Context: an optimization exercise on an open-source flow, tuned for small area. The choices shown serve that exercise and are no tape-out recipe.
Function was checked by simulation only, so behaviour that the tests miss may differ from the original.

Design noc_router, start of the top module:
module noc_router (
  input  wire          clk,
  input  wire          rst,
  input  wire [1:0]    cfg_my_id,
  input  wire [19:0]   cfg_lut_l,
  input  wire [19:0]   cfg_lut_r,
  input  wire [4:0]    in_valid,
  input  wire [94:0]   in_flit,
  input  wire [9:0]    in_credit,
  input  wire [4:0]    out_ready,
  output wire [4:0]    out_valid,
  output wire [94:0]   out_flit,
  input  wire [9:0]    credit_ready,
  output wire [9:0]    out_credit,
  output wire          fault,
  output wire [3:0]    fault_code,
  output wire [3:0]    fault_info
);
==> flow/config.mk <==
export PLATFORM = sky130hd
export DESIGN_NAME = noc_router
export DESIGN_NICKNAME = noc_router
export VERILOG_FILES = /design/flow/design.v
export SDC_FILE = /design/flow/constraint.sdc
export NUM_CORES = 4
export LEC_CHECK = 0
export ABC_AREA = 1
export ABC_CLOCK_PERIOD_IN_PS = 11000
export CAP_MARGIN = 20
export CORE_MARGIN = 2
export CORE_UTILIZATION = 40
export SETUP_SLACK_MARGIN = 0.3
export SLEW_MARGIN = 20
==> flow/constraint.sdc <==
create_clock -name core_clock -period 22.0 [get_ports {clk}]
set_input_delay 4.4000 -clock core_clock [delete_from_list [all_inputs] [get_ports {clk}]]
set_output_delay 4.4000 -clock core_clock [all_outputs]
set_load 0.01 [all_outputs]
standard.sh (not shown) runs the stock make flow with config.mk's settings and CLKGATE_MAP_FILE= SYNTH_SCRIPT=/design/flow/synth_recipe.tcl, a recipe that flattens the netlist after the stock synthesis.
==> flow/flow/run.sh <==
#!/bin/bash
# Own layout flow: the standard ORFS flow (standard.sh) with
#  - synthesis identical to the standard one up to abc, and abc run with an
#    area-oriented script (flow/abc.script); registers are unchanged, which
#    is checked against a run of the standard synthesis below;
#  - ports buffered with the smallest buffer (BUFFER_PORTS_ARGS);
#  - clock tree synthesis without dummy loads, with clkbuf_8 buffers and
#    clusters of at most 12 sinks within 60 um (CTS_ARGS).
# Each tool's full output goes to a log file in this folder.
set -euo pipefail
W=$(pwd)
export OWN_ABC_SCRIPT=$W/flow/abc.script
KNOBS=$(sed -n 's/^export \([A-Z_]*\) = \(.*\)$/\1=\2/p' config.mk | grep -v -E '^(PLATFORM|DESIGN_NAME|DESIGN_NICKNAME|VERILOG_FILES|SDC_FILE|NUM_CORES|LEC_CHECK)=' || true)

# standard synthesis, for the register check
make -C "$FLOW_HOME" DESIGN_CONFIG=$W/config.mk WORK_HOME=$W/ref CLKGATE_MAP_FILE= \
  SYNTH_SCRIPT=$W/synth_recipe.tcl $KNOBS synth > $W/ref_synth.log 2>&1

# own synthesis into the layout's work folder
make -C "$FLOW_HOME" DESIGN_CONFIG=$W/config.mk WORK_HOME=$W/orfs CLKGATE_MAP_FILE= \
  SYNTH_SCRIPT=$W/flow/synth.tcl $KNOBS synth > $W/own_synth.log 2>&1

R=orfs/results/$FLOW_PLATFORM/noc_router/base
python3 - "$W/ref/results/$FLOW_PLATFORM/noc_router/base/1_2_yosys.v" "$W/$R/1_2_yosys.v" > $W/reg_check.log 2>&1 <<'PY' || { echo "register check failed; using the standard synthesis" >> $W/reg_check.log; rm -rf $W/orfs; }
import re, sys
def regs(path):
    out = {}
    for m in re.finditer(r'^\s*(sky130_fd_sc_hd__\w*df\w*|sky130_fd_sc_hd__\w*dl\w*)\s+(\S+)\s*\(', open(path).read(), re.M):
        out[m.group(2)] = re.sub(r'_\d+$', '', m.group(1))
    return out
a, b = regs(sys.argv[1]), regs(sys.argv[2])
print(len(a), "standard registers,", len(b), "own")
if a != b:
    print("differ:", sorted(set(a.items()) ^ set(b.items()))[:20])
    sys.exit(1)
print("registers match")
PY

bash standard.sh finish BUFFER_PORTS_ARGS="-buffer_cell sky130_fd_sc_hd__buf_1" \
  CTS_ARGS="-sink_clustering_enable -repair_clock_nets -dont_use_dummy_load -sink_clustering_size 12 -sink_clustering_max_diameter 60 -buf_list sky130_fd_sc_hd__clkbuf_8" > $W/layout.log 2>&1
==> flow/flow/abc.script <==
strash
dc2
drw
dc2
&get -n
&st
&dch -f
&nf -R 1000
&put
Other scripts of this flow, unchanged in this note and not shown: flow/flow/synth.tcl
The starting point passed the timing, DRC and antenna checks.
Then changed:
==> flow/flow/abc.script (replaced) <==
strash
dc2
drw
dc2
irw
dc2
&get -n
&st
&dch -f
&nf -R 1000
&put
CORE_UTILIZATION = 50   (was 40)
PLACE_DENSITY = 0.7   (was unset)
Outcome:
- The changed run passed the timing, DRC and antenna checks
- flip-flop and latch count stays the same
- maximum frequency decreases slightly
- hold slack gets better by 0.065 ns
- critical path depth drops by 9
- utilization goes up by 11 points
- area after synthesis stays flat
- non-clock buffer count drops by 37
- count of clock-buffer cells in the layout shrinks by 3
- setup slack is worse by 0.38 ns
Then changed:
--- a/flow/flow/run.sh
+++ b/flow/flow/run.sh
@@ -7,3 +7,3 @@
 #  - clock tree synthesis without dummy loads, with clkbuf_8 buffers and
-#    clusters of at most 12 sinks within 60 um (CTS_ARGS).
+#    clusters of at most 15 sinks within 60 um (CTS_ARGS).
 # Each tool's full output goes to a log file in this folder.
@@ -39,2 +39,2 @@
 bash standard.sh finish BUFFER_PORTS_ARGS="-buffer_cell sky130_fd_sc_hd__buf_1" \
-  CTS_ARGS="-sink_clustering_enable -repair_clock_nets -dont_use_dummy_load -sink_clustering_size 12 -sink_clustering_max_diameter 60 -buf_list sky130_fd_sc_hd__clkbuf_8" > $W/layout.log 2>&1
+  CTS_ARGS="-sink_clustering_enable -repair_clock_nets -dont_use_dummy_load -sink_clustering_size 15 -sink_clustering_max_diameter 60 -buf_list sky130_fd_sc_hd__clkbuf_8" > $W/layout.log 2>&1
CORE_UTILIZATION = 40   (was 50)
PLACE_DENSITY = unset   (was 0.7)
Outcome: Register-to-register slack got worse by 0.86 ns. Utilization came out lower by 11 points. Via count drops by 0.67%. Synthesized area does not change. Fmax rose by 2.1%. Worst hold slack degrades by 0.028 ns. Sequential share of layout area goes down by 0.59 points. Critical path depth went up by 4.
Then changed:
CORE_UTILIZATION = 50   (was 40)
PLACE_DENSITY = 0.7   (was unset)
Final area decreases slightly.
Global-route usage rose by 5.2 points.
Cell count came out lower by a few percent.
Clock-buffer cell count decreases by 8.
Area after synthesis does not change.
Register-to-register slack gets better by 0.88 ns.
Routed wire length fell by a few percent.
Maximum frequency shrinks slightly.
Utilization rises by 11 points.
Die area drops by about a fifth.

re-timing with driven ports:
The results above use ideal ports. As a check the final layouts listed here were re-extracted and re-timed, cells and wires unchanged.
Step 1 assumes that a clkbuf_16 drives the clock port and a buf_2 every other input.
Step 2 adds t to the input delays and takes it off the output delays; t is the mean of the earliest and latest rising clock arrival at the registers after step 1. Input paths then give back, and output paths get back, about the clock's delay inside the block.
Slacks: ideal ports / drivers / drivers and shift; pairs: ideal ports / drivers.
| run | shift t [ns] | setup slack, ns | worst setup path at the end | latest minus earliest clock arrival (ns) | worst register clock-pin slew, ns |
|---|---|---|---|---|---|
| the first run | 0.847 | 1.111 / 1.089 / 1.089 | input to output | 0.186 / 0.187 | 0.09 / 0.09 |
| the second run | 0.811 | 0.728 / 0.688 / 0.688 | input to output | 0.141 / 0.142 | 0.09 / 0.09 |
| the third run | 0.823 | 1.163 / 1.138 / 1.138 | input to output | 0.166 / 0.165 | 0.10 / 0.10 |
| the fourth run | 0.811 | 0.819 / 0.778 / 0.778 | input to output | 0.089 / 0.089 | 0.10 / 0.10 |
After both steps every run listed still meets setup and hold. The setup slack of the fourth run, which loses most, moves by -0.041 ns with the drivers and by -0.041 ns with both steps.
